Context: an optimization exercise on an open-source flow, tuned for small area, a short achievable clock period and few clock cycles. The choices shown serve that exercise and are no tape-out recipe.

## before
==> flow/design.v (excerpt) <==
module akdv_core (
    input  wire        clk,
    input  wire        rst,           
    input  wire        cmd_valid,
    output wire        cmd_ready,
    input  wire [1:0]  cmd_op,        
    input  wire [8:0]  cmd_w,
    input  wire [8:0]  cmd_h,
    input  wire [3:0]  cmd_b,
    input  wire [7:0]  cmd_idx,
    output reg         rsp_valid,
    output reg  [3:0]  rsp_acc,
    input  wire        grid_valid,
    output wire        grid_ready,
    input  wire [23:0] grid_rgb,      
    input  wire        pix_valid,
    output wire        pix_ready,
    input  wire [23:0] pix_rgb,       
    output reg         out_valid,
    output reg  [7:0]  out_byte,
    input  wire        rx_valid,
    output wire        rx_ready,
    input  wire [7:0]  rx_byte,
    output reg         lum_valid,
    output reg         lum_bit,
    output reg  [8:0]  lum_pre,
    output reg  [8:0]  lum_post,
    output wire        fault,
    output reg  [1:0]  fault_code     
);
Size: ~4100 cells after synthesis, ~140 I/O pins, about 0.073 mm^2 of cells after synthesis.
Settings: LEC_CHECK=0, CAP_MARGIN=60, CORE_MARGIN=2, CORE_UTILIZATION=40, SLEW_MARGIN=60; clock period 15.0 ns.
standard.sh (not shown) runs the stock make flow with config.mk's settings and CLKGATE_MAP_FILE= SYNTH_SCRIPT=/design/flow/synth_recipe.tcl, a recipe that flattens the netlist after the stock synthesis.
==> flow/flow/run.sh <==
#!/bin/bash
# Standard layout, with fast buffers on the ports instead of the default
# delay-cell buffers that buffer_ports picks on its own.
set -euo pipefail
export BUFFER_PORTS_ARGS="-buffer_cell sky130_fd_sc_hd__buf_4"
bash standard.sh > standard_flow.log 2>&1
before finished all stages; the layout is clean.
What after does differently from before at the input level:
-- flow/design.v --
<<< before, line 130
    reg  [8:0]  rem_n;
    always @(*) begin
        rem_n = rem - {8'd0, pix_fire | rx_fire} - (rx_sub ? {2'b00, rx_len_r - 7'd1} : 9'd0);
        if (grid_fire & last_cell)
            rem_n = nacc_nx;
    end
    genvar mi;
>>> after, line 130
    reg  [8:0]  rem_n;
    always @(*) begin
        rem_n = rem;
        if (grid_fire & last_cell)
            rem_n = nacc_nx;
        else if (pix_fire)
            rem_n = rem - 9'd1;
        else if (rx_sub)
            rem_n = rem - {2'b00, rx_len_r};
    end
    genvar mi;
<<< before, line 242
            grid_ok  <= safe_n;
            pix_ok   <= pix_ok_n;
            rx_ok    <= rx_fire ? ((rx_len == 7'd1) & (rem != 9'd1) & iss_ok_n) :
                                  ((ecnt_r == 7'd0) | ((ecnt_r == 7'd1) & iss_ok_n));
            cmd_rdy  <= (ph != PH_PIX) & ~(grid_fire & last_cell) & ~rx_fire & ~pix_fire &
                        (ecnt_r == 7'd0) & ~cmd_rd & ~rd_pend &
>>> after, line 246
            grid_ok  <= safe_n;
            pix_ok   <= pix_ok_n;
            rx_ok    <= ~rx_fire & ((ecnt_r == 7'd0) | ((ecnt_r == 7'd1) & iss_ok_n));
            cmd_rdy  <= (ph != PH_PIX) & ~(grid_fire & last_cell) & ~rx_fire & ~pix_fire &
                        (ecnt_r == 7'd0) & ~cmd_rd & ~rd_pend &
<<< before, line 253
            pix_rdy  <= ~dec & ~cmd_fire & pix_ok_n &
                        (((ph == PH_PIX) & ~(pix_fire & (rem == 9'd1))) | (grid_fire & last_cell));
            rx_rdy   <= dec & ~cmd_fire & ((ph == PH_PIX) | (grid_fire & last_cell)) &
                        (rx_fire ? ((rx_len == 7'd1) & (rem != 9'd1) & iss_ok_n) :
                                   ((ecnt_r == 7'd0) | ((ecnt_r == 7'd1) & iss_ok_n)));
            fault_r  <= ((ph == PH_FAULT) & ~cmd_start & ~cmd_reset) |
                        (rx_fire & (rx_zero | rx_over));
>>> after, line 256
            pix_rdy  <= ~dec & ~cmd_fire & pix_ok_n &
                        (((ph == PH_PIX) & ~(pix_fire & (rem == 9'd1))) | (grid_fire & last_cell));
            rx_rdy   <= dec & ~cmd_fire & ~rx_fire & ((ph == PH_PIX) | (grid_fire & last_cell)) &
                        ((ecnt_r == 7'd0) | ((ecnt_r == 7'd1) & iss_ok_n));
            fault_r  <= ((ph == PH_FAULT) & ~cmd_start & ~cmd_reset) |
                        (rx_fire & (rx_zero | rx_over));
Notes after the runs:
- | final area | before vs after | ≈ equal |
- Going from before to after, worst setup slack after layout went up 0.57 ns, synthesized-area fraction occupied by xor and xnor cells ~0 delta, number of cells on the critical path went down by 15, number of port buffers held steady, routability congestion estimate shows an increase of 0.83%.
No run of this note included a check of the RTL's function; only the layout flow was run.

-- separate check: timing with driven ports --
The results above use ideal ports. As a check the final layouts listed here were re-extracted and re-timed, cells and wires unchanged. Step 1 sets driving cells, clkbuf_16 on the clock port and buf_2 on the other inputs (assumed; they add their load-dependent delay and slew). Step 2, shift: input delay + t, output delay - t, t = (earliest + latest rising clock arrival at the registers) / 2. This alone moves slack from input paths to output paths. a / b / c = ideal ports / drivers / drivers and shift; a / b = the first two.
run | t (ns) | setup slack, ns | slew at the worst register clock pin (ns) | cell pins on the clock port's net
before | 0.887 | 9.879 / 9.936 / 9.048 | 0.07 / 0.07 | 1
after | 0.900 | 10.452 / 10.370 / 9.889 | 0.07 / 0.07 | 1
After both steps setup and hold are still met in every run listed. For before, which loses most, drivers alone change the setup slack by +0.057 ns; drivers and shift together by -0.831 ns.
